Context: an optimization exercise on an open-source flow, tuned for small area, a short achievable clock period and few clock cycles. The choices shown serve that exercise and are no tape-out recipe.
RTL that was checked went through simulation tests only; none was proved equivalent to the original.
Only the layout flow was run in run 1; the RTL was not checked for function there.
Power is estimated from default activity; no workload was simulated.

==> flow/design.v (outline; a module is shown in full before it is edited, if it fits) <==
// module gefd: 739 lines
// module sq_a: 741 lines
// module sq_d: 753 lines
module gefd (
    input  wire        clk,
    input  wire        rst,
    input  wire        in_valid,
    input  wire [2:0]  in_kind,
    input  wire [3:0]  in_addr,
    input  wire [32:0] in_data,
    output wire        in_ready,
    output reg         tx_valid,
    output wire [7:0]  tx_data,
    output reg         err_valid,
    output reg  [2:0]  err_code,
    output reg  [15:0] err_info,
    output reg         cell_valid,
    output reg  [31:0] cell_data,
    output reg         frame_valid,
    output reg         frame_occ,
    output reg         frame_mot,
    output reg  [31:0] frame_cnt,
    output reg  [15:0] frame_n,
    output reg         trig_valid,
    output reg  [31:0] trig_cnt
);
  // ...
==> flow/flow/run.sh <==
#!/bin/bash
# The standard layout (the standard.sh, all steps unchanged), except that the port
# buffers the placement step inserts are sky130_fd_sc_hd__buf_4 cells instead of the
# default choice. make's full output goes to flow_make.log; each ORFS step keeps its own
# log under orfs/logs/.
set -euo pipefail
export BUFFER_PORTS_ARGS="-buffer_cell sky130_fd_sc_hd__buf_4"
bash standard.sh > flow_make.log 2>&1
==> flow/standard.sh <==
#!/bin/bash
# synth_recipe.tcl (not shown) runs the flow's synth.tcl, then flattens the netlist and writes it again
# the make line also repeats each setting of config.mk as NAME=value (left out here)
make -C /OpenROAD-flow-scripts/flow DESIGN_CONFIG=/design/flow/config.mk WORK_HOME=/design/flow/orfs CLKGATE_MAP_FILE= SYNTH_SCRIPT=/design/flow/synth_recipe.tcl "${@:-finish}"
==> flow/config.mk <==
export PLATFORM = sky130hd
export DESIGN_NAME = gefd
export DESIGN_NICKNAME = gefd
export VERILOG_FILES = /design/flow/design.v
export SDC_FILE = /design/flow/constraint.sdc
export NUM_CORES = 8
export LEC_CHECK = 0
export CAP_MARGIN = 20
export CORE_MARGIN = 2
export CORE_UTILIZATION = 55
export CTS_BUF_LIST = sky130_fd_sc_hd__clkbuf_16
export CTS_CLUSTER_DIAMETER = 100
export CTS_CLUSTER_SIZE = 24
export SLEW_MARGIN = 20
==> flow/constraint.sdc <==
create_clock -name core_clock -period 18.0 [get_ports {clk}]
set_input_delay 3.6000 -clock core_clock [delete_from_list [all_inputs] [get_ports {clk}]]
set_output_delay 3.6000 -clock core_clock [all_outputs]
set_load 0.01 [all_outputs]
==> run summary, run 1 <==
- Outcome: timing/DRC/antenna clean
- Max-Cap Viols: 0
- Proportion of synthesized area in mux cells: 4.30%
- Non-clk buf share: 1.44%
- Power Internal: 19.4 mW
- Critical R2R Capture: sm_pl[28]$_SDFFE_PP0P_
- Levels on crit path: 17
- WHS Endpoint: srv[367]$_DFF_P_
- Power density over the cells: 107 nW/µm²
- H-tree depth: 5
- Crit-path slowest cell: a21o_2
- Final WS setup: 12.52 ns
- Largest stage delay, worst path: 0.88 ns
- Register area: 149000 µm²
- Syn Inst Count: 16100
- Final Wtd Congestion: 0.960
- Clock Sink Count: 6812
- Layout cells sized above 1: 10.2%
- Clock-cell share of area: 4.08%
- Met1 WL: 240000 µm
- Post-synth EDFFs: 1280
- Yosys cell types: 105
- TNS Setup: 0 ns
- Inverters: 578
- Worst Hold Class: flip-flop to flip-flop
- #FFs+latches synth: 6812
- Crit-path cells: inv_1 > ha_1 > inv_1 > fa_1 > a211oi_1 > o211ai_1 > a21oi_1 > a31o_2 > a2bb2oi_2 > a311oi_1 > a311o_1 > nor2_1 > nor3_1 > a21o_2 > ha_1 > or3_1 > o21ai_0
- Clock Skews: 0.0632 ns
- Worst Setup EP: sm_pl[28]$_SDFFE_PP0P_
- Seq group: 15.9 mW
- # Taps: 5197
- CTS Buffer Depth: 4
- Cell taking the most area after synthesis: dfxtp_1
- Area after DPL: 223000 µm²
- WS Path Type: flip-flop to flip-flop
- Switching power: 5.35 mW
- Largest regs: prv (2048), srv (2048), abv (1024)
==> module gefd, before the edit <==
module gefd (
    input  wire        clk,
    input  wire        rst,
    input  wire        in_valid,
    input  wire [2:0]  in_kind,
    input  wire [3:0]  in_addr,
    input  wire [32:0] in_data,
    output wire        in_ready,
    output reg         tx_valid,
    output wire [7:0]  tx_data,
    output reg         err_valid,
    output reg  [2:0]  err_code,
    output reg  [15:0] err_info,
    output reg         cell_valid,
    output reg  [31:0] cell_data,
    output reg         frame_valid,
    output reg         frame_occ,
    output reg         frame_mot,
    output reg  [31:0] frame_cnt,
    output reg  [15:0] frame_n,
    output reg         trig_valid,
    output reg  [31:0] trig_cnt
);
    localparam [7:0] MARKER = 8'h2A;
    localparam [2:0] K_RX = 3'd0, K_CFG = 3'd1, K_START = 3'd2, K_STOP = 3'd3, K_LINK = 3'd4;
    localparam [1:0] RS_IDLE = 2'd0, RS_RUN = 2'd1, RS_STOPPED = 2'd2, RS_HALTED = 2'd3;
    localparam [2:0] PH_HUNT = 3'd0, PH_CONFIRM = 3'd1, PH_THERM = 3'd2, PH_ARRAY = 3'd3,
                     PH_CSUM = 3'd4;
    reg        in_rdy;
    assign in_ready = in_rdy;
    reg        e_v;
    reg [2:0]  e_k;
    reg [3:0]  e_a;
    reg [32:0] e_d;
    always @(posedge clk) begin
        e_v <= in_valid & in_rdy & ~rst;
        e_k <= in_kind;
        e_a <= in_addr;
        e_d <= in_data;
    end
    wire [7:0] b = e_d[7:0];
    reg [1:0]  rs;
    reg [2:0]  phase;
    reg [7:0]  scancnt;
    reg [6:0]  fidx;
    reg        confok;
    reg [7:0]  csumacc;
    reg [31:0] pktcnt;
    reg [15:0] scnt;        
    reg        first;       
    reg        prevvalid, occ, mot;
    reg [15:0] cfg_n;
    reg [31:0] cfg_e0, cfg_e1, cfg_e2, cfg_e3;    
    reg [31:0] lim;         
    reg        lim_en;      
    reg        tx_s, tx_t0, tx_t1;    
    assign tx_data   = {1'b0, 1'b1, 1'b0, 1'b1, tx_s, 1'b0, tx_t1, tx_t0};
    always @(posedge clk) begin
        frame_occ <= occ;
        frame_mot <= mot;
        frame_n   <= cfg_n;
        trig_cnt  <= pktcnt;
    end
    reg [7:0]   trv;
    reg [255:0] trc;
    reg [2:0]   tph;
    reg [2047:0] srv;
    reg [2047:0] prv;
    reg [5:0]    ph;
    reg [1023:0] abv;       
    reg [5:0]    wb;
    reg [63:0]   rp_oh;     
    reg        pend;
    reg        eb;                  
    reg        p1_rd, p1_ins, p1_ins_first, p1_emit, p1_first, p1_last;
    reg [5:0]  p1c;
    reg [15:0] f_reg;
    reg        s1, s1_first, s1_last, s2, s2_first, s2_last;
    reg signed [37:0] tsum;
    reg [15:0] ya, yd;
    reg        sa, sd;
    reg        any_big;
    reg [75:0] as_, ac_, ds_, dc_;
    reg [75:0] racc;
    reg        mot_en, mot_ex, occ_en, occ_ex;
    reg        cm_done_flag, fin_flag;    
    reg        fv_fin, fv_out;            
    reg        sl_act, sl_d;
    reg [4:0]  sl_t;
    reg [6:0]  sl_g;
    reg        ff_act, ne_small;
    reg        np_act, np_st;    
    reg [1:0]  np_i;
    reg [3:0]  ff;
    reg        q_act;
    reg [3:0]  q_pc;
    reg [2:0]  q_sub;
    reg        sm_busy, sm_prime, sm_done, q_small;
    reg [4:0]  sm_cnt;
    reg [36:0] sm_m;
    reg [37:0] sm_pl;
    reg [39:0] sm_ph;
    reg        cm_act;
    reg [5:0]  cmc;
    reg        ob_pend, ob_act;
    reg [6:0]  oc;
    reg        tg_act, tg_hit;
    reg [2:0]  tgc;
    wire [31:0] sr63 = srv[2047:2016];
    wire [31:0] sr0  = srv[31:0];
    wire [31:0] pr63 = prv[2047:2016];
    wire [31:0] pr0  = prv[31:0];
    wire [31:0] f_ext = {{16{f_reg[15]}}, f_reg};
    wire [31:0] a_new = (p1_first ? 32'd0 : sr63) + f_ext;
    wire [31:0] sr_in = p1_ins ? a_new : sr63;
    wire [31:0] pr_in = cm_act ? sr63 : pr63;
    always @(posedge clk) begin
        srv <= {srv[2015:0], sr_in};
        prv <= {prv[2015:0], pr_in};
    end
    wire        sm_go;      
    reg  [37:0] q_xr;       
    wire [37:0] sm_x;
    wire        smx_s = sm_x[37];
    wire [36:0] smx_y = sm_x[36:0] ^ {37{smx_s}};
    function [40:0] booth_add(input [2:0] dg, input [36:0] m);
        case (dg)
        3'b001, 3'b010: booth_add = {1'b0, 3'b000, m};
        3'b011:         booth_add = {1'b0, 2'b00, m, 1'b0};
        3'b100:         booth_add = {1'b1, ~{2'b00, m, 1'b0}};
        3'b101, 3'b110: booth_add = {1'b1, ~{3'b000, m}};
        default:        booth_add = 41'd0;
        endcase
    endfunction
    reg  [39:0] sm_ad;      
    reg         sm_ng;      
    wire [39:0] sm_sum = sm_ph + sm_ad + {39'd0, sm_ng};
    wire [75:0] sm_p   = {sm_ph[37:0], sm_pl};
    always @(posedge clk) begin
        if (sm_go && np_act) begin            
            sm_m    <= {21'd0, cfg_n};
            sm_pl   <= {22'd0, ne_e};
            sm_ph   <= 40'd0;
        end else if (sm_go) begin             
            sm_m    <= smx_y;
            sm_pl   <= {1'b0, smx_y};
            sm_ph   <= smx_s ? {2'b00, smx_y, 1'b1} : 40'd0;
        end else if (sm_prime) begin
            {sm_ng, sm_ad} <= booth_add({sm_pl[1:0], 1'b0}, sm_m);
        end else if (sm_busy) begin
            sm_ph  <= {{2{sm_sum[39]}}, sm_sum[39:2]};
            sm_pl  <= {sm_sum[1:0], sm_pl[37:2]};
            {sm_ng, sm_ad} <= booth_add({sm_pl[3:2], sm_pl[1]}, sm_m);
        end
    end
    always @(posedge clk) begin
        if (rst) begin
            sm_busy  <= 1'b0;
            sm_prime <= 1'b0;
            sm_done  <= 1'b0;
            sm_cnt   <= 5'd0;
        end else begin
            sm_done  <= 1'b0;
            sm_prime <= sm_go;
            if (sm_prime) begin
                sm_busy <= 1'b1;
                sm_cnt  <= 5'd0;
            end else if (sm_busy) begin
                sm_cnt <= sm_cnt + 5'd1;
                if (sm_cnt == 5'd18) begin
                    sm_busy <= 1'b0;
                    sm_done <= 1'b1;
                end
            end
        end
    end
    reg         a_clr, d_clr, wb_a, wb_d;    
    wire [75:0] a_ns, a_nc, d_ns, d_nc;
    sq_a u_sqa (.y(ya), .s(sa), .ps(a_clr ? 76'd0 : as_), .pc(a_clr ? 76'd0 : ac_),
                .ns(a_ns), .nc(a_nc));
    sq_d u_sqd (.y(yd), .s(sd), .ps(d_clr ? 76'd0 : ds_), .pc(d_clr ? 76'd0 : dc_),
                .ns(d_ns), .nc(d_nc));
    reg         w_sela, w_cin;
    reg  [1:0]  w_x3;       
    reg  [1:0]  w_r;        
    reg  [1:0]  q_w;        
    reg  [1:0]  w2_r;       
    reg         w2_wba, w2_wbd;
    reg  [75:0] w_s, w_c;   
    reg  [75:0] w_x3v;
    always @(*) begin
        case (w_x3)
        2'd1:    w_x3v = racc;
        2'd2:    w_x3v = sm_p;
        2'd3:    w_x3v = {sm_p[69:0], 6'd0};
        default: w_x3v = 76'd0;
        endcase
    end
    wire [75:0] w_x1 = w_sela ? as_ : ds_;
    wire [75:0] w_x2 = w_sela ? ac_ : dc_;
    wire [75:0] w_fs = w_x1 ^ w_x2 ^ w_x3v;
    wire [75:0] w_fc = (w_x1 & w_x2) | (w_x1 & w_x3v) | (w_x2 & w_x3v);
    always @(posedge clk) begin
        w_s <= w_fs;
        w_c <= {w_fc[74:0], w_cin};
    end
    wire [75:0] w_out = w_s + w_c;
    always @(posedge clk) begin
        as_ <= w2_wba ? w_out : a_ns;
        ac_ <= w2_wba ? 76'd0 : a_nc;
        ds_ <= w2_wbd ? w_out : d_ns;
        dc_ <= w2_wbd ? 76'd0 : d_nc;
        if (w2_r == 2'd1) racc <= w_out;
        else if (w2_r == 2'd2) racc <= ~w_out;
    end
    reg [15:0] ne_e;
    always @(*) begin
        case (np_i)
        2'd0: ne_e = cfg_e0[15:0];
        2'd1: ne_e = cfg_e1[15:0];
        2'd2: ne_e = cfg_e2[15:0];
        default: ne_e = cfg_e3[15:0];
        endcase
    end
    reg        q_sq, q_unita;
    reg [37:0] q_x;
    always @(*) begin
        q_sq = 1'b0; q_unita = 1'b0; q_x = 38'd0;
        begin
            case (q_pc)
            4'd1:  begin q_sq = 1'b1; q_x = {6'd0, cfg_e2}; end
            4'd3:  begin q_sq = 1'b1; q_x = {6'd0, cfg_e3}; end
            4'd6:  begin q_sq = 1'b1; q_x = tsum; end
            4'd8:  begin q_sq = 1'b1; q_unita = 1'b1; q_x = {6'd0, cfg_e0}; end
            4'd10: begin q_sq = 1'b1; q_unita = 1'b1; q_x = {6'd0, cfg_e1}; end
            default: ;
            endcase
        end
    end
    reg         c_aclr, c_dclr, c_wba, c_wbd, c_sela, c_cin;
    reg  [1:0]  c_x3, c_r;
    always @(*) begin
        c_aclr = 1'b0; c_dclr = 1'b0; c_wba = 1'b0; c_wbd = 1'b0;
        c_sela = 1'b0; c_cin = 1'b0; c_x3 = 2'd0; c_r = 2'd0;
        if (s1_first) begin c_aclr = 1'b1; c_dclr = 1'b1; end
        if (s2_last && any_big) begin c_aclr = 1'b1; c_dclr = 1'b1; end
        if (sl_act && sm_done) begin
            c_sela = ~sl_d; c_x3 = sl_d ? 2'd2 : 2'd3;
            c_wba = ~sl_d; c_wbd = sl_d;
        end
        if (ff_act) begin
            case (ff)
            4'd0: begin c_sela = 1'b0; c_r = 2'd2; end                     
            4'd1: c_dclr = 1'b1;                                          
            4'd2: begin c_sela = 1'b0; c_x3 = 2'd1; c_cin = 1'b1; c_dclr = 1'b1; end   
            4'd3: begin c_sela = 1'b0; c_x3 = 2'd1; c_dclr = 1'b1; end     
            4'd4: begin c_sela = 1'b1; c_r = 2'd2; end                     
            4'd5: c_aclr = 1'b1;                                          
            4'd6: begin c_sela = 1'b0; c_x3 = 2'd1; c_r = 2'd1; end        
            4'd8: begin c_sela = 1'b1; c_x3 = 2'd1; c_cin = 1'b1; c_aclr = 1'b1; end   
            4'd9: begin c_sela = 1'b1; c_x3 = 2'd1; end                    
            default: ;
            endcase
        end
        if (q_act) begin
            if (q_sq) begin
                case (q_sub)
                3'd1: begin c_aclr = q_unita; c_dclr = ~q_unita; end
                3'd3: if (sm_done) begin
                    c_sela = q_unita; c_x3 = q_unita ? 2'd3 : 2'd2;
                    c_wba = q_unita; c_wbd = ~q_unita;
                end
                default: ;
                endcase
            end else if (q_w == 2'd0) begin
                begin
                    case (q_pc)
                    4'd0:  begin c_sela = 1'b0; c_r = 2'd2; end
                    4'd2:  begin c_sela = 1'b0; c_x3 = 2'd1; c_cin = 1'b1; end
                    4'd4:  begin c_sela = 1'b0; c_x3 = 2'd1; end
                    4'd5:  begin c_sela = 1'b1; c_r = 2'd2; end
                    4'd7:  begin c_sela = 1'b0; c_x3 = 2'd1; c_r = 2'd1; end
                    4'd9:  begin c_sela = 1'b1; c_x3 = 2'd1; c_cin = 1'b1; end
                    4'd11: begin c_sela = 1'b1; c_x3 = 2'd1; end
                    default: ;
                    endcase
                end
            end
        end
    end
    always @(posedge clk) begin
        if (rst) begin
            a_clr <= 1'b0; d_clr <= 1'b0; wb_a <= 1'b0; wb_d <= 1'b0;
            w_sela <= 1'b0; w_cin <= 1'b0; w_x3 <= 2'd0; w_r <= 2'd0;
            w2_r <= 2'd0; w2_wba <= 1'b0; w2_wbd <= 1'b0;
        end else begin
            a_clr <= c_aclr; d_clr <= c_dclr; wb_a <= c_wba; wb_d <= c_wbd;
            w_sela <= c_sela; w_cin <= c_cin; w_x3 <= c_x3; w_r <= c_r;
            w2_r <= w_r; w2_wba <= wb_a; w2_wbd <= wb_d;
        end
    end
    wire ev_rx  = e_v && e_k == K_RX && rs == RS_RUN;
    wire legal  = (cfg_n != 16'd0) && (cfg_e1[15:0] <= cfg_e0[15:0]) &&
                  (cfg_e3[15:0] <= cfg_e2[15:0]);
    wire [5:0] wa = wb + fidx[6:1];
    wire [5:0] rstart = ph + 6'd2 + wb;
    wire [2:0] tw = e_a[2:0] + tph + 3'd1;    
    wire tr_wr = e_v && e_k == K_CFG && rs == RS_IDLE && e_a[3];
    wire csum_ok = ev_rx && phase == PH_CSUM && b == csumacc && pktcnt != 32'hFFFF_FFFF;
    wire p1_go = (csum_ok || pend) && !eb;
    wire emit_now = (scnt == 16'd1);
    wire        s1a_s = sr0[31];
    wire [31:0] s1a_y = sr0 ^ {32{s1a_s}};
    wire [32:0] s1_d  = {sr0[31], sr0} - {pr0[31], pr0};
    wire        s1d_s = s1_d[32];
    wire [32:0] s1d_y = s1_d ^ {33{s1d_s}};
    wire        s1_big = (s1a_y[31:16] != 16'd0) || (prevvalid && s1d_y[32:16] != 17'd0);
    integer k;
    wire q_sq_load = q_act && q_sq && q_sub == 3'd0;
    wire q_sq_sub1 = q_act && q_sq && q_sub == 3'd1;
    wire [36:0] t_y = tsum[36:0] ^ {37{tsum[37]}};
    wire        t_small = (t_y[36:16] == 21'd0);
    assign sm_x  = sl_act ? (sl_d ? {{5{s1_d[32]}}, s1_d} : {{6{sr0[31]}}, sr0}) : q_xr;
    wire        qxr_s = q_xr[37];
    wire [36:0] qxr_y = q_xr[36:0] ^ {37{qxr_s}};
    wire        qxr_small = (qxr_y[36:16] == 21'd0);
    assign sm_go = (sl_act && sl_t == 5'd0 && sl_g != 7'd64) || (np_act && !np_st) ||
                   (q_act && q_sq && q_sub == 3'd2 && !q_small);
    always @(posedge clk) begin
        ya <= 16'd0; sa <= 1'b0;
        yd <= 16'd0; sd <= 1'b0;
        if (s1) begin
            ya   <= s1a_y[15:0]; sa <= s1a_s;
            yd   <= s1d_y[15:0]; sd <= s1d_s;
            tsum <= (s1_first ? 38'sd0 : tsum) + {{6{sr0[31]}}, sr0};
        end
        if (ff_act) begin
            case (ff)
            4'd1: begin yd <= cfg_e2[15:0]; sd <= 1'b0; end
            4'd2: begin yd <= cfg_e3[15:0]; sd <= 1'b0; end
            4'd3: begin yd <= t_y[15:0]; sd <= tsum[37]; end
            4'd5: begin ya <= cfg_e0[15:0]; sa <= 1'b0; end
            4'd8: begin ya <= cfg_e1[15:0]; sa <= 1'b0; end
            default: ;
            endcase
        end
        q_xr <= q_x;
        if (q_sq_sub1) begin
            if (qxr_small) begin
                if (q_unita) begin ya <= qxr_y[15:0]; sa <= qxr_s; end
                else         begin yd <= qxr_y[15:0]; sd <= qxr_s; end
            end
            q_small <= qxr_small;
        end
        if ((q_act && !q_sq && q_w == 2'd2 && q_pc == 4'd12) || (ff_act && ff == 4'd12))
            frame_cnt <= pktcnt;
        if (ob_act) begin
            case (oc[2:0])
            3'd0: cell_data <= srv[32*1  +: 32];
            3'd1: cell_data <= srv[32*3  +: 32];
            3'd2: cell_data <= srv[32*5  +: 32];
            3'd3: cell_data <= srv[32*7  +: 32];
            3'd4: cell_data <= srv[32*9  +: 32];
            3'd5: cell_data <= srv[32*11 +: 32];
            3'd6: cell_data <= srv[32*13 +: 32];
            default: cell_data <= srv[32*15 +: 32];
            endcase
        end
    end
    reg [15:0] f_rd;
    integer kr, kw;
    always @(*) begin
        f_rd = 16'd0;
        for (kr = 0; kr < 64; kr = kr + 1)
            f_rd = f_rd | (abv[16*kr +: 16] & {16{rp_oh[kr]}});
    end
    always @(posedge clk) begin
        if (ev_rx && phase == PH_ARRAY) begin
            for (kw = 0; kw < 64; kw = kw + 1)
                if (wa == kw) begin
                    if (fidx[0]) abv[16*kw+8 +: 8] <= b;
                    else         abv[16*kw   +: 8] <= b;
                end
        end
        f_reg <= f_rd;
        rp_oh <= p1_go ? (64'd1 << rstart) : {rp_oh[62:0], rp_oh[63]};
    end
    always @(posedge clk) begin
        for (k = 0; k < 8; k = k + 1) begin
            if (tr_wr && tw == k)
                trc[32*k +: 32] <= e_d[31:0];
            else
                trc[32*k +: 32] <= trc[32*((k + 7) % 8) +: 32];
        end
    end
    task iter_end;
        begin
            phase   <= PH_HUNT;
            fidx    <= 7'd0;
            scancnt <= 8'd0;
            confok  <= 1'b0;
            if (lim_en) begin
                lim <= lim - 32'd1;
                if (lim == 32'd1) begin
                    tx_valid <= 1'b1;
                    tx_s     <= 1'b1;
                    tx_t0    <= 1'b0; tx_t1 <= 1'b0;
                    rs       <= RS_STOPPED;
                end
            end
        end
    endtask
    task raise_err(input [2:0] code, input [15:0] info);
        begin
            err_valid <= 1'b1;
            err_code  <= code;
            err_info  <= info;
        end
    endtask
    always @(posedge clk) begin
        if (rst) begin
            in_rdy <= 1'b1;
            rs <= RS_IDLE; phase <= PH_HUNT; scancnt <= 8'd0; fidx <= 7'd0;
            confok <= 1'b0; csumacc <= 8'd0; pktcnt <= 32'd0;
            scnt <= 16'd1; first <= 1'b1;
            prevvalid <= 1'b0; occ <= 1'b0; mot <= 1'b0;
            cfg_n <= 16'd1; cfg_e0 <= 32'd30; cfg_e1 <= 32'd25; cfg_e2 <= 32'd20; cfg_e3 <= 32'd13;
            lim <= 32'd0; lim_en <= 1'b0;
            tx_valid <= 1'b0; tx_s <= 1'b0; tx_t0 <= 1'b1; tx_t1 <= 1'b0;
            err_valid <= 1'b0; err_code <= 3'd0; err_info <= 16'd0;
            cell_valid <= 1'b0;
            frame_valid <= 1'b0;
            trig_valid <= 1'b0;
            trv <= 8'd0; tph <= 3'd0; ph <= 6'd0; wb <= 6'd0;
            pend <= 1'b0; eb <= 1'b0;
            p1_rd <= 1'b0; p1_ins <= 1'b0; p1_ins_first <= 1'b0; p1_emit <= 1'b0; p1_first <= 1'b0;
            p1c <= 6'd0; p1_last <= 1'b0;
            s1 <= 1'b0; s1_first <= 1'b0; s1_last <= 1'b0;
            s2 <= 1'b0; s2_first <= 1'b0; s2_last <= 1'b0;
            any_big <= 1'b0;
            mot_en <= 1'b0; mot_ex <= 1'b0; occ_en <= 1'b0; occ_ex <= 1'b0;
            cm_done_flag <= 1'b0; fin_flag <= 1'b0; fv_fin <= 1'b0; fv_out <= 1'b0;
            sl_act <= 1'b0; ff_act <= 1'b0; ff <= 4'd0; ne_small <= 1'b0; sl_d <= 1'b0; sl_t <= 5'd0; sl_g <= 7'd0;
            q_act <= 1'b0; q_pc <= 4'd0; q_sub <= 3'd0; q_w <= 2'd0;
            np_act <= 1'b0; np_st <= 1'b0; np_i <= 2'd0;
            cm_act <= 1'b0; cmc <= 6'd0; ob_pend <= 1'b0; ob_act <= 1'b0; oc <= 7'd0;
            tg_act <= 1'b0; tg_hit <= 1'b0; tgc <= 3'd0;
        end else begin
            tx_valid    <= 1'b0;
            err_valid   <= 1'b0;
            cell_valid  <= 1'b0;
            frame_valid <= 1'b0;
            trig_valid  <= 1'b0;
            ph  <= ph + 6'd1;
            tph <= tph + 3'd1;
            p1c <= p1c + 6'd1;
            for (k = 0; k < 8; k = k + 1) begin
                if (tr_wr && tw == k) trv[k] <= e_d[32];
                else                  trv[k] <= trv[(k + 7) % 8];
            end
            if (e_v) begin
                case (e_k)
                K_RX: if (rs == RS_RUN) begin
                    case (phase)
                    PH_HUNT: begin
                        if (scancnt == 8'd133) begin
                            raise_err(3'd1, 16'd0);
                            iter_end;
                        end else begin
                            scancnt <= scancnt + 8'd1;
                            if (b == MARKER) begin
                                phase <= PH_CONFIRM;
                                fidx  <= 7'd0;
                            end
                        end
                    end
                    PH_CONFIRM: begin
                        if (fidx == 7'd0) begin
                            if (scancnt == 8'd133) begin
                                raise_err(3'd1, 16'd0);
                                iter_end;
                            end else begin
                                scancnt <= scancnt + 8'd1;
                                confok  <= (b == MARKER);
                                fidx    <= 7'd1;
                            end
                        end else begin
                            scancnt <= scancnt + 8'd1;
                            if (confok && b == MARKER) begin
                                phase   <= PH_THERM;
                                fidx    <= 7'd0;
                                csumacc <= 8'd0;
                            end else begin
                                raise_err(3'd1, 16'd1);
                                iter_end;
                            end
                        end
                    end
                    PH_THERM: begin
                        csumacc <= csumacc + b;
                        if (fidx == 7'd0) fidx <= 7'd1;
                        else begin
                            phase <= PH_ARRAY;
                            fidx  <= 7'd0;
                        end
                    end
                    PH_ARRAY: begin
                        csumacc <= csumacc + b;
                        if (fidx == 7'd127) begin
                            phase <= PH_CSUM;
                            fidx  <= 7'd0;
                        end else
                            fidx <= fidx + 7'd1;
                    end
                    default: begin
                        if (b == csumacc) begin
                            if (pktcnt == 32'hFFFF_FFFF) begin
                                raise_err(3'd5, 16'd0);
                                tx_valid <= 1'b1; tx_s <= 1'b1; tx_t0 <= 1'b0; tx_t1 <= 1'b0;
                                rs <= RS_HALTED;
                            end else begin
                                if (eb) begin
                                    pend   <= 1'b1;
                                    in_rdy <= 1'b0;
                                end
                                iter_end;
                            end
                        end else begin
                            raise_err(3'd2, {b, csumacc});
                            iter_end;
                        end
                    end
                    endcase
                end
                K_CFG: if (rs == RS_IDLE) begin
                    case (e_a)
                    4'd0: begin cfg_n <= e_d[15:0]; scnt <= e_d[15:0]; end
                    4'd1: cfg_e0 <= {16'd0, e_d[15:0]};
                    4'd2: cfg_e1 <= {16'd0, e_d[15:0]};
                    4'd3: cfg_e2 <= {16'd0, e_d[15:0]};
                    4'd4: cfg_e3 <= {16'd0, e_d[15:0]};
                    4'd5: begin lim <= e_d[31:0]; lim_en <= (e_d[31:0] != 32'd0); end
                    default: ;
                    endcase
                end
                K_START: if (rs == RS_IDLE) begin
                    if (legal) begin
                        tx_valid <= 1'b1; tx_s <= 1'b0; tx_t0 <= 1'b1; tx_t1 <= 1'b1;
                        rs <= RS_RUN;
                        np_act <= 1'b1; np_st <= 1'b0; np_i <= 2'd0;
                    end else
                        raise_err(3'd4, 16'd0);
                end
                K_STOP: if (rs == RS_RUN) begin
                    tx_valid <= 1'b1; tx_s <= 1'b1; tx_t0 <= 1'b0; tx_t1 <= 1'b0;
                    rs <= RS_STOPPED;
                end
                K_LINK: if (rs == RS_RUN) begin
                    raise_err(3'd3, {15'd0, e_d[0]});
                    if (e_d[0]) begin
                        tx_valid <= 1'b1; tx_s <= 1'b1; tx_t0 <= 1'b0; tx_t1 <= 1'b0;
                    end
                    rs <= RS_HALTED;
                end
                default: ;
                endcase
            end
            if (p1_go) begin
                pend   <= 1'b0;
                in_rdy <= 1'b1;
                pktcnt <= pktcnt + 32'd1;
                if (emit_now) begin
                    scnt  <= cfg_n;
                    first <= 1'b1;
                    eb    <= 1'b1;
                    cm_done_flag <= 1'b0;
                    fin_flag     <= 1'b0;
                end else begin
                    scnt  <= scnt - 16'd1;
                    first <= 1'b0;
                end
                p1_rd    <= 1'b1;
                p1c      <= 6'd0;
                p1_emit  <= emit_now;
                p1_first <= first;
                wb       <= rstart;
                tg_act   <= 1'b1;
                tg_hit   <= 1'b0;
                tgc      <= 3'd0;
            end
            if (tg_act) begin
                tgc <= tgc + 3'd1;
                if (trv[7] && trc[255:224] == pktcnt) tg_hit <= 1'b1;
                if (tgc == 3'd7) begin
                    tg_act <= 1'b0;
                    trig_valid <= tg_hit || (trv[7] && trc[255:224] == pktcnt);
                end
            end
            if (p1_rd && p1c == 6'd63) p1_rd <= 1'b0;
            p1_ins       <= p1_rd;
            p1_ins_first <= p1_rd && p1c == 6'd0;
            p1_last      <= p1_rd && p1c == 6'd63;
            s1       <= p1_ins && p1_emit;
            s1_first <= p1_ins && p1_emit && p1_ins_first;
            s1_last  <= p1_ins && p1_emit && p1_last;
            s2       <= s1;
            s2_first <= s1_first;
            s2_last  <= s1_last;
            if (s1) any_big <= (s1_first ? 1'b0 : any_big) | s1_big;
            if (s2_last) begin
                if (any_big) begin
                    sl_act <= 1'b1; sl_d <= 1'b0;
                    sl_t <= 5'd31; sl_g <= 7'd0;
                end else begin
                    cm_act <= 1'b1; cmc <= 6'd0;
                    if (ne_small && t_small) begin
                        ff_act <= 1'b1; ff <= 4'd0;
                    end else begin
                        q_act <= 1'b1; q_pc <= 4'd0; q_sub <= 3'd0; q_w <= 2'd0;
                    end
                end
            end
            if (np_act) begin
                if (!np_st) np_st <= 1'b1;
                else if (sm_done) begin
                    case (np_i)
                    2'd0: cfg_e0 <= sm_p[31:0];
                    2'd1: cfg_e1 <= sm_p[31:0];
                    2'd2: cfg_e2 <= sm_p[31:0];
                    default: cfg_e3 <= sm_p[31:0];
                    endcase
                    np_i  <= np_i + 2'd1;
                    np_st <= 1'b0;
                    if (np_i == 2'd3) np_act <= 1'b0;
                end
            end
            ne_small <= (cfg_e0[31:16] == 16'd0) && (cfg_e1[31:16] == 16'd0) &&
                        (cfg_e2[31:16] == 16'd0) && (cfg_e3[31:16] == 16'd0);
            if (ff_act) begin
                ff <= ff + 4'd1;
                case (ff)
                4'd4:  mot_en <= w_out[75];
                4'd5:  mot_ex <= ~w_out[75];
                4'd10: occ_en <= w_out[75];
                4'd11: occ_ex <= ~w_out[75];
                4'd12: begin
                    ff_act <= 1'b0;
                    occ <= occ_en ? 1'b1 : (occ_ex ? 1'b0 : occ);
                    if (prevvalid)
                        mot <= mot_en ? ((occ_en | (!occ_ex & occ)) ? 1'b1 : mot)
                                      : (mot_ex ? 1'b0 : mot);
                    prevvalid <= 1'b1;
                    fin_flag  <= 1'b1;
                    fv_fin    <= 1'b1;
                end
                default: ;
                endcase
            end
            if (sl_act) begin
                sl_t <= (sl_t == 5'd24) ? 5'd0 : sl_t + 5'd1;
                if (sl_t == 5'd0 && sl_g != 7'd64)
                    sl_g  <= sl_g + 7'd1;
                if (sl_t == 5'd24 && sl_g == 7'd64) begin
                    if (!sl_d && prevvalid) begin
                        sl_d <= 1'b1; sl_g <= 7'd0; sl_t <= 5'd0;
                    end else begin
                        sl_act <= 1'b0;
                        cm_act <= 1'b1; cmc <= 6'd0;
                        q_act <= 1'b1; q_pc <= 4'd0; q_sub <= 3'd0; q_w <= 2'd0;
                    end
                end
            end
            if (q_act) begin
                if (q_sq) begin
                    case (q_sub)
                    3'd0: q_sub <= 3'd1;
                    3'd1: q_sub <= 3'd2;
                    3'd2: begin
                        if (q_small) begin
                            q_sub <= 3'd0; q_pc <= q_pc + 4'd1;
                        end else
                            q_sub <= 3'd3;
                    end
                    3'd3: if (sm_done) q_sub <= 3'd4;
                    3'd4: q_sub <= 3'd5;
                    default: begin q_sub <= 3'd0; q_pc <= q_pc + 4'd1; end
                    endcase
                end else if (q_w != 2'd2) begin
                    q_w <= q_w + 2'd1;
                end else begin
                    q_w  <= 2'd0;
                    q_pc <= q_pc + 4'd1;
                    case (q_pc)
                    4'd2:  mot_en <= w_out[75];
                    4'd4:  mot_ex <= ~w_out[75];
                    4'd9:  occ_en <= w_out[75];
                    4'd11: occ_ex <= ~w_out[75];
                    4'd12: begin
                        q_act <= 1'b0;
                        occ <= occ_en ? 1'b1 : (occ_ex ? 1'b0 : occ);
                        if (prevvalid)
                            mot <= mot_en ? ((occ_en | (!occ_ex & occ)) ? 1'b1 : mot)
                                          : (mot_ex ? 1'b0 : mot);
                        prevvalid <= 1'b1;
                        fin_flag  <= 1'b1;
                        fv_fin    <= 1'b1;
                    end
                    default: ;
                    endcase
                end
            end
            if (cm_act) begin
                cmc <= cmc + 6'd1;
                cm_done_flag <= 1'b1;
                if (cmc == 6'd63) cm_act <= 1'b0;
            end
            if (eb && cm_done_flag && fin_flag) eb <= 1'b0;
            if (p1_ins && p1_ins_first && p1_emit) ob_pend <= 1'b1;
            if ((ob_pend || (p1_ins && p1_ins_first && p1_emit)) && ph == 6'd0) begin
                ob_act  <= 1'b1;
                ob_pend <= 1'b0;
                oc      <= 7'd0;
            end
            if (ob_act) begin
                oc <= oc + 7'd1;
                if (oc >= 7'd8) cell_valid <= 1'b1;
                if (oc == 7'd71) begin
                    ob_act <= 1'b0;
                    fv_out <= 1'b1;
                end
            end
            if (fv_fin && fv_out) begin
                frame_valid <= 1'b1;
                fv_fin      <= 1'b0;
                fv_out      <= 1'b0;
            end
        end
    end
endmodule
==> run 2, diff against run 1 <==
--- a/flow/design.v
+++ b/flow/design.v
@@ -86,5 +86,5 @@
     reg        cm_done_flag, fin_flag;    
     reg        fv_fin, fv_out;            
-    reg        sl_act, sl_d;
+    reg        sl_act, sl_d, sl_grab;
     reg [4:0]  sl_t;
     reg [6:0]  sl_g;
@@ -321,9 +321,9 @@
     wire [36:0] t_y = tsum[36:0] ^ {37{tsum[37]}};
     wire        t_small = (t_y[36:16] == 21'd0);
-    assign sm_x  = sl_act ? (sl_d ? {{5{s1_d[32]}}, s1_d} : {{6{sr0[31]}}, sr0}) : q_xr;
+    assign sm_x  = q_xr;
     wire        qxr_s = q_xr[37];
     wire [36:0] qxr_y = q_xr[36:0] ^ {37{qxr_s}};
     wire        qxr_small = (qxr_y[36:16] == 21'd0);
-    assign sm_go = (sl_act && sl_t == 5'd0 && sl_g != 7'd64) || (np_act && !np_st) ||
+    assign sm_go = sl_grab || (np_act && !np_st) ||
                    (q_act && q_sq && q_sub == 3'd2 && !q_small);
     always @(posedge clk) begin
@@ -345,5 +345,8 @@
             endcase
         end
-        q_xr <= q_x;
+        if (sl_act && sl_t == 5'd0)
+            q_xr <= sl_d ? {{5{s1_d[32]}}, s1_d} : {{6{sr0[31]}}, sr0};
+        else
+            q_xr <= q_x;
         if (q_sq_sub1) begin
             if (qxr_small) begin
@@ -441,5 +444,5 @@
             mot_en <= 1'b0; mot_ex <= 1'b0; occ_en <= 1'b0; occ_ex <= 1'b0;
             cm_done_flag <= 1'b0; fin_flag <= 1'b0; fv_fin <= 1'b0; fv_out <= 1'b0;
-            sl_act <= 1'b0; ff_act <= 1'b0; ff <= 4'd0; ne_small <= 1'b0; sl_d <= 1'b0; sl_t <= 5'd0; sl_g <= 7'd0;
+            sl_act <= 1'b0; sl_grab <= 1'b0; ff_act <= 1'b0; ff <= 4'd0; ne_small <= 1'b0; sl_d <= 1'b0; sl_t <= 5'd0; sl_g <= 7'd0;
             q_act <= 1'b0; q_pc <= 4'd0; q_sub <= 3'd0; q_w <= 2'd0;
             np_act <= 1'b0; np_st <= 1'b0; np_i <= 2'd0;
@@ -661,4 +664,5 @@
                 if (sl_t == 5'd0 && sl_g != 7'd64)
                     sl_g  <= sl_g + 7'd1;
+                sl_grab <= (sl_t == 5'd0 && sl_g != 7'd64);
                 if (sl_t == 5'd24 && sl_g == 7'd64) begin
                     if (!sl_d && prevvalid) begin
--- a/flow/config.mk
+++ b/flow/config.mk
@@ -8,5 +8,5 @@
 export CAP_MARGIN = 20
 export CORE_MARGIN = 2
-export CORE_UTILIZATION = 55
+export CORE_UTILIZATION = 65
 export CTS_BUF_LIST = sky130_fd_sc_hd__clkbuf_16
 export CTS_CLUSTER_DIAMETER = 100
==> run 2 against run 1 <==
  * Still clean
  * Design area is 0.37% lower
  * Global-route usage is 6.5 points higher
  * Routed wire length is 4.8% higher
  * Non-clock buffer count is 12 higher
  * Synthesized cell count is 0.29% lower
  * Register-to-register slack better by 0.51 ns
  * Critical path type is now input pin to flip-flop
  * Largest cell class unchanged
==> run summary, run 2 <==
- Gr ovfl total: 0 (unchanged)
- Clock-pin slew on the worst setup and hold paths: 0.10 ns (about the same)
- Crit-path cells: buf_8 > buf_4 > buf_4 > buf_4 > or2_2 > nor2_1 (was inv_1 > ha_1 > inv_1 > fa_1 > a211oi_1 > o211ai_1 > a21oi_1 > a31o_2 > a2bb2oi_2 > a311oi_1 > a311o_1 > nor2_1 > nor3_1 > a21o_2 > ha_1 > or3_1 > o21ai_0)
- Final non-filler cell area: 231000 µm² (was 232000 µm²)
- CP dominant cell by count: buf_4
- # IOs: 190 (unchanged)
- Synth cell count leaders: dfxtp_1, edfxtp_1, nor2_1 (unchanged)
- Yosys top cell area share: 51.3% (was 51.4%)
- Worst skew pair latency: 0.98 ns (was 1.00 ns)
- Area after DPL: 222000 µm² (was 223000 µm²)
- Cell taking the most area after synthesis: dfxtp_1 (unchanged)
- CTS buffer count: 325 (was 328)
- Port Buffers: 184 (unchanged)
- Initial antenna violation count: 37 (was 43)
- Layout cells sized above 1: 10.3% (was 10.2%)
- Post_cts resized: 0 (unchanged)
- Commonest non-fill, non-tap cells in the layout: dfxtp_1, edfxtp_1, nor2_1, inv_1, a21oi_1 (was dfxtp_1, edfxtp_1, nor2_1, nand2_1, a21oi_1)
- Total Wirelength: 579000 µm (was 552000 µm)
- Num rows: 211 (was 229)
- Max-Cap Viols: 0 (unchanged)
- Largest stage delay, worst path: 0.91 ns (was 0.88 ns)
- 1st-pass router iterations: 10 (was 11)
- Actual slew at the worst max-slew pin: 1.23 ns (was 1.27 ns)
- Final period util: 35.7% (was 30.5%)
- Die Area: 337000 µm² (was 397000 µm²)
- Slew Viols, Final: 0 (unchanged)
- Largest delay contributor family on the critical path: buffers and inverters (was compound AO/OA/AOI/OAI gates)
- Final Util: 70.0% (was 59.6%)
- CP required: 18.84 ns (was 18.89 ns)
- Peak supply drop: 0.121 mV (was 0.0857 mV)
- #FFs+latches synth: 6813 (was 6812)
- Avg Vias per Cell: 6.11 (was 5.68)
- DRC Markers: 0 (unchanged)
- Core Area: 330000 µm² (was 389000 µm²)
- Leak: 91.4 nW (was 90.7 nW)
- Power density over the cells: 107 nW/µm² (about the same)
- Starting Density: 65.3% (was 55.3%)
- Via count: 126000 (was 122000)
- CP Max Fanout: 106 (was 38)
- Clock Skews: 0.0573 ns (was 0.0632 ns)
- Clock root cell: clkbuf_16 (unchanged)
- Synth-to-layout area growth: 7.17% (was 7.77%)
- Async SR Flop Fraction: 0% (unchanged)
- Hold Violations, Final: 0 (unchanged)
- CP Buf/Inv Count: 4 (was 2)
- Die Width: 580 µm (was 630 µm)
- F_max: 155 MHz (was 182 MHz)
- Crit-path slowest cell: buf_4 (was a21o_2)
- Final net count: 17000 (about the same)
- Fill count: 21700 (was 30900)
- Warnings, synthesis: 1 (unchanged)
- Hpwl dp: 369000 µm (about the same)
- Final Wtd Congestion: 1.03 (was 0.960)
- Final setup violation count: 0 (unchanged)
- Clock Sink Count: 6813 (was 6812)
- Worst hold slack: 0.299 ns (was 0.295 ns)
- Avg Inst Size Synth: 13.4 µm² (about the same)
- RSZ-0062 raised after global routing: false (unchanged)
- First-pass GRT wire length: 845000 µm (was 798000 µm)
- Worst Setup End Kind: flip-flop (unchanged)
- Sequential area share after synthesis: 69.2% (was 69.3%)
- CTS tree: yes (unchanged)
- Gr usage total: 33.8% (was 27.3%)
- Worst Hold Class: flip-flop to flip-flop (unchanged)
- WS Path Type: input pin to flip-flop (was flip-flop to flip-flop)
- Commonest non-fill, non-tap cell in the layout: dfxtp_1 (unchanged)
- Syn Inst Count: 16100 (about the same)
- Prevailing post-synth register cell: dfxtp_1 (unchanged)
- Synthesized cell area: 216000 µm² (was 215000 µm²)
- Worst slew margin: 17.7% (was 14.9%)
- Clock period minus worst slack: 6.43 ns (was 5.48 ns)
- Routed Antenna Nets: 0 (unchanged)
- H-tree depth: 5 (unchanged)
- Initial DRC Count: 14800 (was 13800)
- Worst setup SP type: input pin (was flip-flop)
- Largest regs: prv (2048), srv (2048), abv (1024) (unchanged)
- Outcome: timing/DRC/antenna clean (unchanged)
- Largest net degree at the start of global routing: 129 (was 145)
- Area contributors post-synth: dfxtp_1, edfxtp_1, fa_1 (was dfxtp_1, edfxtp_1, mux2_2)
- TNS Setup: 0 ns (unchanged)
- Drt wl/cell: 28.1 µm (was 25.7 µm)
- CTS Buffer Depth: 4 (unchanged)
- Post-synth EDFFs: 1280 (unchanged)
- Post-CTS setup buffer count: 0 (unchanged)
- Yosys cell types: 114 (was 105)
- Critical Path AT: 7.28 ns (was 6.37 ns)
- Most frequent cell after synthesis: dfxtp_1 (unchanged)
- Die H: 580 µm (was 630 µm)
- Vias in the first global route: 127000 (was 115000)
- Hold-fix buffers, CTS: 0 (unchanged)
[run 2: cell count changes in the layout (fill, tap and decap cells not counted), sizes merged, moves of 22 or more]
cell,change
a211oi,+56
a21o,+22
a21oi,-52
a221oi,+26
a311oi,-46
inv,+29
mux2i,+39
nand2,-98
nor3,-28
o21ai,-35
o22ai,+37
o31ai,+50
[run 2: stage by stage]
step                total power, mW  instances  worst slack [ns]
global route                   25.3      20600             11.47
detailed placement             16.8      20100             10.74
CTS                            24.7      20500             11.74
global placement               16.8      20100             10.82
floorplan                      16.6      16100             12.97
finish                         24.7      20600             11.57
[run 2: path summary, 6_finish.rpt]
kind | start | endpoint | slack [ns] | cells after the start
min reg2reg | srv[1793]$_DFF_P_ | srv[1825]$_DFF_P_ | 0.30 | 0
max | rst | sl_g[0]$_SDFF_PP0_ | 11.57 | 6
min | srv[1793]$_DFF_P_ | srv[1825]$_DFF_P_ | 0.30 | 0
max reg2reg | e_d[4]$_DFF_P_ | pktcnt[27]$_SDFFE_PP0P_ | 13.03 | 12
[run 2: kinds of logic (layout without fill, tap and decap cells)]
logic type / after synthesis / count (layout) / synth area share [%]
other cells: 2 / 29 / 0.00348
mux: 871 / 871 / 4.42
flops: 6813 / 6813 / 69.2
simple gates: 3103 / 3103 / 7.28
compound gates: 2512 / 2512 / 8.31
fa+ha+maj: 866 / 866 / 6.32
xor+xnor: 489 / 489 / 1.99
buf+inv: 1421 / 1526 / 2.52
[run 2: where the power goes]
part / internal (mW) / switching (mW)
sequential: 15.6 / 0.209
combinational: 0.286 / 0.388
clock: 3.39 / 4.76
total: 19.3 / 5.36
[run 2: final cells by class]
| cell class | count | area, µm² | area share [%] |
|---|---|---|---|
| timing repair buffer | 447 | 3420 | 1.48 |
| clock buffer | 331 | 8280 | 3.58 |
| multi-input combinational | 7846 | 61400 | 26.6 |
| clock inverter | 128 | 952 | 0.412 |
| inverter | 620 | 2330 | 1.01 |
| sequential | 6813 | 149000 | 64.6 |
| tap | 4366 | 5460 | 2.36 |
| antenna | 24 | 60.1 | 0.0260 |
[run 2: worst register-to-register path, delay by kind of cell, from the launching register on]
family	cells	cell delay, ns
DFF	1	0.92
xor gates and xnor gates	1	0.19
and+or+nand+nor	9	2.94
AOI/OAI and AO/OA	1	0.20
adders and majority gates	1	0.56
[run 2: metal layers]
| layer | vias to the layer above | global-route usage [%] | part of all wire [%] |
|---|---|---|---|
| li1 | 55500 | - | - |
| met1 | 62300 | 44.9 | 39 |
| met2 | 6475 | 52.7 | 45 |
| met3 | 1366 | 9.21 | 11 |
| met4 | 20 | 13.8 | 4.8 |
| met5 | - | 0 | 0.025 |
Testbench counts of run 2, summed over its fixed seeds: cycles 57,968.
==> run 3, diff against run 2 <==
--- a/flow/config.mk
+++ b/flow/config.mk
@@ -8,7 +8,8 @@
 export CAP_MARGIN = 20
 export CORE_MARGIN = 2
-export CORE_UTILIZATION = 65
+export CORE_UTILIZATION = 55
 export CTS_BUF_LIST = sky130_fd_sc_hd__clkbuf_16
 export CTS_CLUSTER_DIAMETER = 100
 export CTS_CLUSTER_SIZE = 24
+export GPL_TIMING_DRIVEN = 1
 export SLEW_MARGIN = 20
==> run 3 against run 2 <==
  * Global-route usage is 6.9 points lower
  * Register-to-register slack better by 0.10 ns
  * Setup slack better by 1.2 ns
  * Clock-buffer cell count is 4 lower
  * Power is 0.76% lower
  * Clock skew is 0.0087 ns higher
  * Area after synthesis stayed put
  * Via count is 3.8% lower
  * Critical endpoint is now cell_valid
==> run summary, run 3 <==
- Avg Vias per Cell: 5.64 (was 6.11)
- Commonest non-fill, non-tap cell in the layout: dfxtp_1 (unchanged)
- Final Wtd Congestion: 0.938 (was 1.03)
- Largest net degree at the start of global routing: 135 (was 129)
- CTS buffer count: 326 (was 325)
- Prevailing post-synth register cell: dfxtp_1 (unchanged)
- Largest regs: prv (2048), srv (2048), abv (1024) (unchanged)
- Hpwl dp: 362000 µm (was 369000 µm)
- #FFs+latches synth: 6813 (unchanged)
- Final net count: 17000 (about the same)
- Worst Setup End Kind: output port (was flip-flop)
- Area contributors post-synth: dfxtp_1, edfxtp_1, fa_1 (unchanged)
- Clock-pin slew on the worst setup and hold paths: 0.10 ns (about the same)
- Commonest non-fill, non-tap cells in the layout: dfxtp_1, edfxtp_1, nor2_1, inv_1, a21oi_1 (unchanged)
- Levels on crit path: 1 (was 6)
- Layout cells sized above 1: 10.5% (was 10.3%)
- Max-Cap Viols: 0 (unchanged)
- Num rows: 230 (was 211)
- Seq pwr share: 64.6% (was 64.2%)
- Post-synth EDFFs: 1280 (unchanged)
- F_max: 190 MHz (was 155 MHz)
- Total Wirelength: 544000 µm (was 579000 µm)
- Post_cts resized: 0 (unchanged)
- Worst setup SP type: flip-flop (was input pin)
- Worst r2r path cells: 13 (was 12)
- Port Buffers: 184 (unchanged)
- WS Path Type: flip-flop to output port (was input pin to flip-flop)
- Avg Inst Size Synth: 13.4 µm² (unchanged)
- Hold Path Depth: 0 (unchanged)
- First-pass GRT wire length: 789000 µm (was 845000 µm)
- Die Width: 630 µm (was 580 µm)
- Clock period minus worst slack: 5.28 ns (was 6.43 ns)
- Worst skew pair latency: 0.98 ns (about the same)
- Clock Sink Count: 6813 (unchanged)
- CP Max Fanout: 1 (was 106)
- Via count: 121000 (was 126000)
- Clock Skews: 0.0660 ns (was 0.0573 ns)
- Clock root cell: clkbuf_16 (unchanged)
- Vias in the first global route: 115000 (was 127000)
- Syn Inst Count: 16100 (unchanged)
- Pre-CTS setup slack: 12.34 ns (was 10.74 ns)
- Sequential area share after synthesis: 69.2% (unchanged)
- Gr usage total: 26.9% (was 33.8%)
- Synth-to-layout area growth: 7.62% (was 7.17%)
- Crit-path cells: buf_4 (was buf_8 > buf_4 > buf_4 > buf_4 > or2_2 > nor2_1)
- Warnings, synthesis: 1 (unchanged)
- Inst Count DP: 21000 (was 20100)
- Initial DRC Count: 12800 (was 14800)
- Synthesized cell area: 216000 µm² (unchanged)
- Clock Power Share: 32.6% (was 33.0%)
- # IOs: 190 (unchanged)
- Worst Hold Class: flip-flop to flip-flop (unchanged)
- Final period util: 29.3% (was 35.7%)
- Power Internal: 19.3 mW (about the same)
- Switching power: 5.21 mW (was 5.36 mW)
- DRC Markers: 0 (unchanged)
- Post-CTS setup buffer count: 0 (unchanged)
- Final non-filler cell area: 232000 µm² (was 231000 µm²)
- Actual slew at the worst max-slew pin: 1.27 ns (was 1.23 ns)
- Outcome: timing/DRC/antenna clean (unchanged)
- Peak supply drop: 0.0949 mV (was 0.121 mV)
- CP required: 14.40 ns (was 18.84 ns)
- CP Buf/Inv Count: 1 (was 4)
- Starting Density: 55.1% (was 65.3%)
- Hold-fix buffers, CTS: 0 (unchanged)
- Core Area: 391000 µm² (was 330000 µm²)
- Final WS setup: 12.72 ns (was 11.57 ns)
- Yosys top cell area share: 51.3% (unchanged)
- Critical Path AT: 1.68 ns (was 7.28 ns)
- Die H: 630 µm (was 580 µm)
- Routed Antenna Nets: 0 (unchanged)
- Synth cell count leaders: dfxtp_1, edfxtp_1, nor2_1 (unchanged)
- Most frequent cell after synthesis: dfxtp_1 (unchanged)
- Leak: 91.3 nW (was 91.4 nW)
- Crit-path slowest cell: dfxtp_1 (was buf_4)
- CTS tree: yes (unchanged)
- Worst slew margin: 15.3% (was 17.7%)
- Post-Layout Cell Count: 21400 (was 20600)
- H-tree depth: 5 (unchanged)
- Gr ovfl total: 0 (unchanged)
- Cell taking the most area after synthesis: dfxtp_1 (unchanged)
- Drt wl/cell: 25.4 µm (was 28.1 µm)
- Power density over the cells: 105 nW/µm² (was 107 nW/µm²)
- Initial antenna violation count: 48 (was 37)
- 1st-pass router iterations: 9 (was 10)
- Area after DPL: 223000 µm² (was 222000 µm²)
- Die Area: 397000 µm² (was 337000 µm²)
- CTS Buffer Depth: 4 (unchanged)
- Switching Fraction: 21.3% (was 21.7%)
- RSZ-0062 raised after global routing: false (unchanged)
- Final setup violation count: 0 (unchanged)
- Async SR Flop Fraction: 0% (unchanged)
- Combinational power share: 2.8% (was 2.7%)
- Hold Violations, Final: 0 (unchanged)
- Largest stage delay, worst path: 0.51 ns (was 0.91 ns)
- Yosys cell types: 114 (unchanged)
- TNS Setup: 0 ns (unchanged)
- Largest delay contributor family on the critical path: flip-flops (was buffers and inverters)
- Slew Viols, Final: 0 (unchanged)
## run 3: logic make-up after synthesis
kind of cell | after synthesis | share of synthesized area, %
other | 2 | 0.00348
buffers and inverters | 1421 | 2.52
adders and majority gates | 866 | 6.32
xor gates and xnor gates | 489 | 1.99
DFF | 6813 | 69.2
AOI/OAI and AO/OA | 2512 | 8.31
and+or+nand+nor | 3103 | 7.28
muxes | 871 | 4.42
## run 3: final cells by class
class | instances | area [µm²]
multi-input cells | 7846 | 61400
flip-flops and latches | 6813 | 149000
well taps | 5220 | 6530
clock buffers | 327 | 8180
fillers | 31300 | 159000
repair buffers | 458 | 3480
diodes | 23 | 57.6
inverters | 620 | 2330
clock inverters | 128 | 888
## run 3: power by group through the flow
stage / registers (mW) / logic (mW) / clock network, mW
3_3_place_gp: 16.2 / 0.671 / 0
2_1_floorplan: 16.1 / 0.524 / 0
3_5_place_dp: 16.2 / 0.678 / 0
5_1_grt: 15.8 / 0.766 / 8.72
4_1_cts: 15.8 / 0.683 / 8.21
6_report: 15.8 / 0.687 / 7.98
## run 3: per-layer routing
| layer | wire length [µm] | part of all wire (%) | GRT usage (%) | vias up |
|---|---|---|---|---|
| met2 | 236000 | 43 | 41.1 | 4814 |
| met5 | 118 | 0.022 | 0 | - |
| met1 | 236000 | 43 | 37.7 | 59400 |
| li1 | - | - | - | 55600 |
| met4 | 27600 | 5.1 | 11.5 | 18 |
| met3 | 44900 | 8.3 | 4.81 | 1161 |
## run 3: final timing paths
check | from | to | slack (ns)
setup / recovery | cell_valid$_SDFF_PP0_ | cell_valid | 12.72
setup reg to reg | w_s[0]$_DFF_P_ | racc[68]$_DFFE_PP_ | 13.13
hold / removal | prv[1134]$_DFF_P_ | prv[1166]$_DFF_P_ | 0.30
hold reg to reg | prv[1134]$_DFF_P_ | prv[1166]$_DFF_P_ | 0.30
## run 3: through the flow
stage / utilization (%) / hold WS [ns] / total power, mW
global route: 59.3 / 0.296 / 25.3
global placement: 57.0 / 0.309 / 16.8
floorplan: - / 0.310 / 16.6
finish: 59.3 / 0.300 / 24.5
CTS: 59.3 / 0.280 / 24.7
detailed placement: 57.0 / 0.312 / 16.8
==> run 4, diff against run 3 <==
--- a/flow/config.mk
+++ b/flow/config.mk
@@ -12,4 +12,3 @@
 export CTS_CLUSTER_DIAMETER = 100
 export CTS_CLUSTER_SIZE = 24
-export GPL_TIMING_DRIVEN = 1
 export SLEW_MARGIN = 20
==> run 4 against run 3 <==
  * Non-clock buffer count did not move
  * Area after synthesis did not move
  * Global-route usage did not move
  * Clock power barely moved
  * Sequential cell count did not move
  * Sequential share of layout area did not move
  * Combinational power barely moved
  * Setup slack did not move
  * Clock skew did not move
  * Worst hold slack did not move
  * Final cell count did not move
  * Clock-buffer cell count did not move
  * Critical endpoint unchanged
==> run summary, run 4 <==
- Outcome: timing/DRC/antenna clean (unchanged)
- Met1 WL: 236000 µm (unchanged)
- Warnings, synthesis: 1 (unchanged)
- Final setup violation count: 0 (unchanged)
- # IOs: 190 (unchanged)
- Critical Path AT: 1.68 ns (about the same)
- Sequential area share after synthesis: 69.2% (unchanged)
- Die Width: 630 µm (unchanged)
- Area contributors post-synth: dfxtp_1, edfxtp_1, fa_1 (unchanged)
- FF-to-FF Start: w_s[0]$_DFF_P_ (unchanged)
- Max-Cap Viols: 0 (unchanged)
- Worst setup SP type: flip-flop (unchanged)
- Avg Vias per Cell: 5.64 (unchanged)
- H-tree depth: 5 (unchanged)
- TNS Setup: 0 ns (unchanged)
- Actual slew at the worst max-slew pin: 1.27 ns (unchanged)
- Post-CTS setup buffer count: 0 (unchanged)
- DR top layer: met5 (unchanged)
- Worst r2r path cells: 13 (unchanged)
- Largest net degree at the start of global routing: 135 (unchanged)
- Post_cts resized: 0 (unchanged)
- Worst Setup End Kind: output port (unchanged)
- Vias in the first global route: 115000 (unchanged)
- Avg Inst Size Synth: 13.4 µm² (unchanged)
- Hold Path Depth: 0 (unchanged)
- CTS Buffer Depth: 4 (unchanged)
- CP Buf/Inv Count: 1 (unchanged)
- CP required: 14.40 ns (about the same)
- Post-synth EDFFs: 1280 (unchanged)
- Final Wtd Congestion: 0.938 (unchanged)
- Final non-filler cell area: 232000 µm² (unchanged)
- Final net count: 17000 (unchanged)
- Die H: 630 µm (unchanged)
- CTS tree: yes (unchanged)
- WS Path Type: flip-flop to output port (unchanged)
- Power density over the cells: 105 nW/µm² (unchanged)
- WHS Endpoint: prv[1166]$_DFF_P_ (unchanged)
- Num rows: 230 (unchanged)
- #FFs+latches synth: 6813 (unchanged)
- Worst slew margin: 15.3% (unchanged)
- Leak: 91.3 nW (unchanged)
- CP Max Fanout: 1 (unchanged)
- Peak supply drop: 0.0949 mV (unchanged)
- Synth-to-layout area growth: 7.62% (unchanged)
- Clock period minus worst slack: 5.28 ns (unchanged)
- Final WS setup: 12.72 ns (unchanged)
- F_max: 190 MHz (unchanged)
- Final period util: 29.3% (unchanged)
- Hpwl dp: 362000 µm (unchanged)
- Min-delay src: prv[1134]$_DFF_P_ (unchanged)
- Gr ovfl total: 0 (unchanged)
- Largest delay contributor family on the critical path: flip-flops (unchanged)
- Clock-pin slew on the worst setup and hold paths: 0.10 ns (about the same)
- Layout cells sized above 1: 10.5% (unchanged)
- DR WL met2: 236000 µm (unchanged)
- Syn Inst Count: 16100 (unchanged)
- Hold Violations, Final: 0 (unchanged)
- Largest regs: prv (2048), srv (2048), abv (1024) (unchanged)
- Gr usage total: 26.9% (unchanged)
- Synthesized cell area: 216000 µm² (unchanged)
- Via count: 121000 (unchanged)
- Prevailing post-synth register cell: dfxtp_1 (unchanged)
- Crit-path slowest cell: dfxtp_1 (unchanged)
- Yosys cell types: 114 (unchanged)
- Area after DPL: 223000 µm² (unchanged)
- Largest stage delay, worst path: 0.51 ns (about the same)
- Metal3 WL: 44900 µm (unchanged)
- Die Area: 397000 µm² (unchanged)
- Initial antenna violation count: 48 (unchanged)
- Yosys top cell area share: 51.3% (unchanged)
- Levels on crit path: 1 (unchanged)
- Port Buffers: 184 (unchanged)
- Clock Skews: 0.0660 ns (unchanged)
- Starting Density: 55.1% (unchanged)
- Worst Hold Class: flip-flop to flip-flop (unchanged)
- Core Area: 391000 µm² (unchanged)
- Most frequent cell after synthesis: dfxtp_1 (unchanged)
- DRC Markers: 0 (unchanged)
- 1st-pass router iterations: 9 (unchanged)
- Clock root cell: clkbuf_16 (unchanged)
- Clock Sink Count: 6813 (unchanged)
- Cell taking the most area after synthesis: dfxtp_1 (unchanged)
- Slew Viols, Final: 0 (unchanged)
- Crit-path cells: buf_4 (unchanged)
- Async SR Flop Fraction: 0% (unchanged)
- Synth cell count leaders: dfxtp_1, edfxtp_1, nor2_1 (unchanged)
- Critical R2R Capture: racc[68]$_DFFE_PP_ (unchanged)
- Pre-CTS setup slack: 12.34 ns (unchanged)
- Worst skew pair latency: 0.98 ns (about the same)
- Hold-fix buffers, CTS: 0 (unchanged)
- Routed Antenna Nets: 0 (unchanged)
- Initial DRC Count: 12800 (unchanged)
- RSZ-0062 raised after global routing: false (unchanged)
- CTS buffer count: 326 (unchanged)
- Commonest non-fill, non-tap cells in the layout: dfxtp_1, edfxtp_1, nor2_1, inv_1, a21oi_1 (unchanged)
- Total Wirelength: 544000 µm (unchanged)
- Drt wl/cell: 25.4 µm (unchanged)
- Commonest non-fill, non-tap cell in the layout: dfxtp_1 (unchanged)
- First-pass GRT wire length: 789000 µm (unchanged)
- Worst reg-to-reg setup slack: 13.13 ns (about the same)
## run 4: cell counts in the layout (fill, tap and decap cells not counted)
Identical to the previous run, type by type.
## run 4: cell type report
| cell class | instances | area (µm²) |
|---|---|---|
| diodes | 23 | 57.6 |
| repair buffers | 458 | 3480 |
| well taps | 5220 | 6530 |
| fillers | 31300 | 159000 |
| multi-input cells | 7846 | 61400 |
| clock inverters | 128 | 888 |
| flip-flops and latches | 6813 | 149000 |
| clock buffers | 327 | 8180 |
| inverters | 620 | 2330 |
## run 4: cell families (layout without fill, tap and decap cells)
logic type	count (synthesis)	after routing	share of synthesized area (%)
XOR/XNOR	489	489	1.99
flip-flops	6813	6813	69.2
other	2	28	0.00348
AO/OA/AOI/OAI	2512	2512	8.31
multiplexers	871	871	4.42
buffers and inverters	1421	1533	2.52
adder cells (fa/ha/maj)	866	866	6.32
AND/OR/NAND/NOR	3103	3103	7.28
## run 4: layer usage
metal	vias to the layer above	GRT usage (%)
met5	-	0
met4	18	11.5
met3	1161	4.81
met2	4814	41.1
met1	59400	37.7
li1	55600	-
## run 4: per-stage QoR
stage / util, % / total power, mW / instances / hold WS, ns
finish: 59.3 / 24.5 / 21400 / 0.300
global route: 59.3 / 25.3 / 21400 / 0.296
CTS: 59.3 / 24.7 / 21400 / 0.280
detailed placement: 57.0 / 16.8 / 21000 / 0.312
global placement: 57.0 / 16.8 / 21000 / 0.309
floorplan: - / 16.6 / 16100 / 0.310
## run 4: worst max path at each step
stage / start / end / slack (ns)
2_1_floorplan: q_pc[0]$_SDFF_PP0_ / sm_ad[0]$_DFFE_PP_ / 12.97
3_3_place_gp: rst / scancnt[0]$_SDFFE_PP0P_ / 12.34
3_5_place_dp: rst / scancnt[0]$_SDFFE_PP0P_ / 12.34
4_1_cts: cell_valid$_SDFF_PP0_ / cell_valid / 12.66
5_1_grt: cell_valid$_SDFF_PP0_ / cell_valid / 12.70
6_report: cell_valid$_SDFF_PP0_ / cell_valid / 12.72
## run 4: where the power goes
part           internal (mW)  switching [mW]  leakage [nW]  total (mW)
logic                  0.288           0.399          30.4       0.687
registers               15.6           0.177          56.2        15.8
clock network           3.34            4.64          4.73        7.98
total                   19.3            5.21          91.3        24.5
==> run 5, diff against run 4 <==
--- a/flow/config.mk
+++ b/flow/config.mk
@@ -8,5 +8,5 @@
 export CAP_MARGIN = 20
 export CORE_MARGIN = 2
-export CORE_UTILIZATION = 55
+export CORE_UTILIZATION = 50
 export CTS_BUF_LIST = sky130_fd_sc_hd__clkbuf_16
 export CTS_CLUSTER_DIAMETER = 100
==> run 5 against run 4 <==
  * Register-to-register slack lost 0.83 ns
  * Sequential power is essentially flat
  * Sequential share of layout area shrank 0.22 points
  * Combinational power shrank 0.9%
  * Fmax shrank 7.4%
  * Core utilization shrank 5.2 points
  * Setup slack lost 0.42 ns
  * Power grew 0.77%
  * Area after synthesis is the same
  * Clock skew shrank 0.0029 ns
==> run summary, run 5 <==
- Cell taking the most area after synthesis: dfxtp_1 (unchanged)
- Layout cells sized above 1: 10.4% (was 10.5%)
- Critical R2R Capture: sm_m[8]$_DFFE_PN_ (was racc[68]$_DFFE_PP_)
- Combinational power share: 2.8% (about the same)
- Final Wtd Congestion: 0.940 (was 0.938)
- Synthesized cell area: 216000 µm² (unchanged)
- Fill count: 35600 (was 31300)
- Switching power: 5.28 mW (was 5.21 mW)
- Core Area: 430000 µm² (was 391000 µm²)
- Power Internal: 19.4 mW (was 19.3 mW)
- Peak supply drop: 0.0921 mV (was 0.0949 mV)
- Routed Antenna Nets: 0 (unchanged)
- Switching Fraction: 21.4% (was 21.3%)
- Worst Hold Class: flip-flop to flip-flop (unchanged)
- Async SR Flop Fraction: 0% (unchanged)
- Outcome: timing/DRC/antenna clean (unchanged)
- Worst r2r path cells: 12 (was 13)
- Avg Vias per Cell: 5.50 (was 5.64)
- DRC Markers: 0 (unchanged)
- CP Max Fanout: 77 (was 1)
- Starting Density: 50.1% (was 55.1%)
- Final period util: 31.7% (was 29.3%)
- Seq pwr share: 64.2% (was 64.6%)
- Vias in the first global route: 115000 (about the same)
- Gr ovfl total: 0 (unchanged)
- 1st-pass router iterations: 10 (was 9)
- Total Wirelength: 546000 µm (was 544000 µm)
- Sequential area share after synthesis: 69.2% (unchanged)
- Synth cell count leaders: dfxtp_1, edfxtp_1, nor2_1 (unchanged)
- Post-CTS setup buffer count: 0 (unchanged)
- Hold Path Depth: 0 (unchanged)
- CTS Buffer Depth: 4 (unchanged)
- Initial DRC Count: 13300 (was 12800)
- Prevailing post-synth register cell: dfxtp_1 (unchanged)
[run 5: cell counts after synthesis]
Identical to the previous run, type by type.
[run 5: power by group through the flow]
stage                     registers (mW)  clock network, mW  logic (mW)
after CTS                           15.8               8.40       0.676
after floorplan                     16.1                  0       0.524
after global placement              16.2                  0       0.669
after detailed placement            16.2                  0       0.672
final                               15.8               8.15       0.681
after global routing                15.8               8.92       0.755
[run 5: cells by family (layout without fill, tap and decap cells)]
| kind of cell | count (synthesis) | count (layout) | share of synthesized area (%) |
|---|---|---|---|
| adders and majority gates | 866 | 866 | 6.32 |
| muxes | 871 | 871 | 4.42 |
| other | 2 | 42 | 0.00348 |
| xor gates and xnor gates | 489 | 489 | 1.99 |
| DFF | 6813 | 6813 | 69.2 |
| AOI/OAI and AO/OA | 2512 | 2512 | 8.31 |
| buffers and inverters | 1421 | 1510 | 2.52 |
| and+or+nand+nor | 3103 | 3103 | 7.28 |
[run 5: final cells by class]
| type | count | area, µm² | share of cell area, % |
|---|---|---|---|
| timing repair buffer | 427 | 3270 | 1.40 |
| clock inverter | 128 | 1030 | 0.444 |
| sequential | 6813 | 149000 | 64.1 |
| clock buffer | 335 | 8380 | 3.60 |
| antenna | 37 | 92.6 | 0.0397 |
| multi-input combinational | 7846 | 61400 | 26.4 |
| tap | 5710 | 7140 | 3.07 |
| inverter | 620 | 2330 | 1.00 |
[run 5: worst max-delay path: stages, from the launching register on]
cell      delay (ns)
dfxtp_1         0.60
nor2b_1         0.32
and2_2          0.90
nor3_1          0.22
nand2_1         0.23
nand2_1         0.16
nor2_1          0.32
a211oi_4        0.11
clkinv_2        0.54
buf_4           0.77
nand2_1         0.80
nor2_1          0.36
a21oi_1         0.07
[run 5: per-stage QoR]
step	cell area, µm²	worst slack, ns	utilization [%]	instances	power [mW]
after CTS	233000	12.44	54.1	21900	24.9
after floorplan	216000	12.97	-	16100	16.6
final	233000	12.30	54.1	21900	24.7
after detailed placement	223000	12.48	51.9	21400	16.8
after global routing	233000	11.88	54.1	21900	25.5
after global placement	223000	12.60	51.9	21400	16.8
[run 5: worst max path at each step]
| stage | startpoint | to | slack (ns) | depth (start not counted) |
|---|---|---|---|---|
| final | q_pc[2]$_SDFF_PP0_ | sm_m[8]$_DFFE_PN_ | 12.30 | 12 |
| after global routing | q_pc[2]$_SDFF_PP0_ | sm_m[5]$_DFFE_PN_ | 11.88 | 12 |
| after CTS | q_pc[2]$_SDFF_PP0_ | sm_m[5]$_DFFE_PN_ | 12.44 | 12 |
| after detailed placement | q_pc[2]$_SDFF_PP0_ | sm_m[5]$_DFFE_PN_ | 12.48 | 12 |
| after global placement | q_pc[2]$_SDFF_PP0_ | sm_m[0]$_DFFE_PN_ | 12.60 | 12 |
| after floorplan | q_pc[0]$_SDFF_PP0_ | sm_ad[0]$_DFFE_PP_ | 12.97 | 13 |
[run 5: per-layer routing]
layer	track usage, %	vias up	share of wire, %
met1	34.7	59100	44
met2	36.8	4826	43
met3	5.12	1147	8.8
met5	0	-	0.024
met4	10.3	22	4.9
li1	-	55500	-

Re-timed with assumed drivers on the ports (clkbuf_16 on the clock, buf_2 on other inputs), run 5 has 12.302 ns of setup slack against 12.302 ns with ideal ports, and 12.302 ns once port delays also move by the mid clock arrival of 1.091 ns.
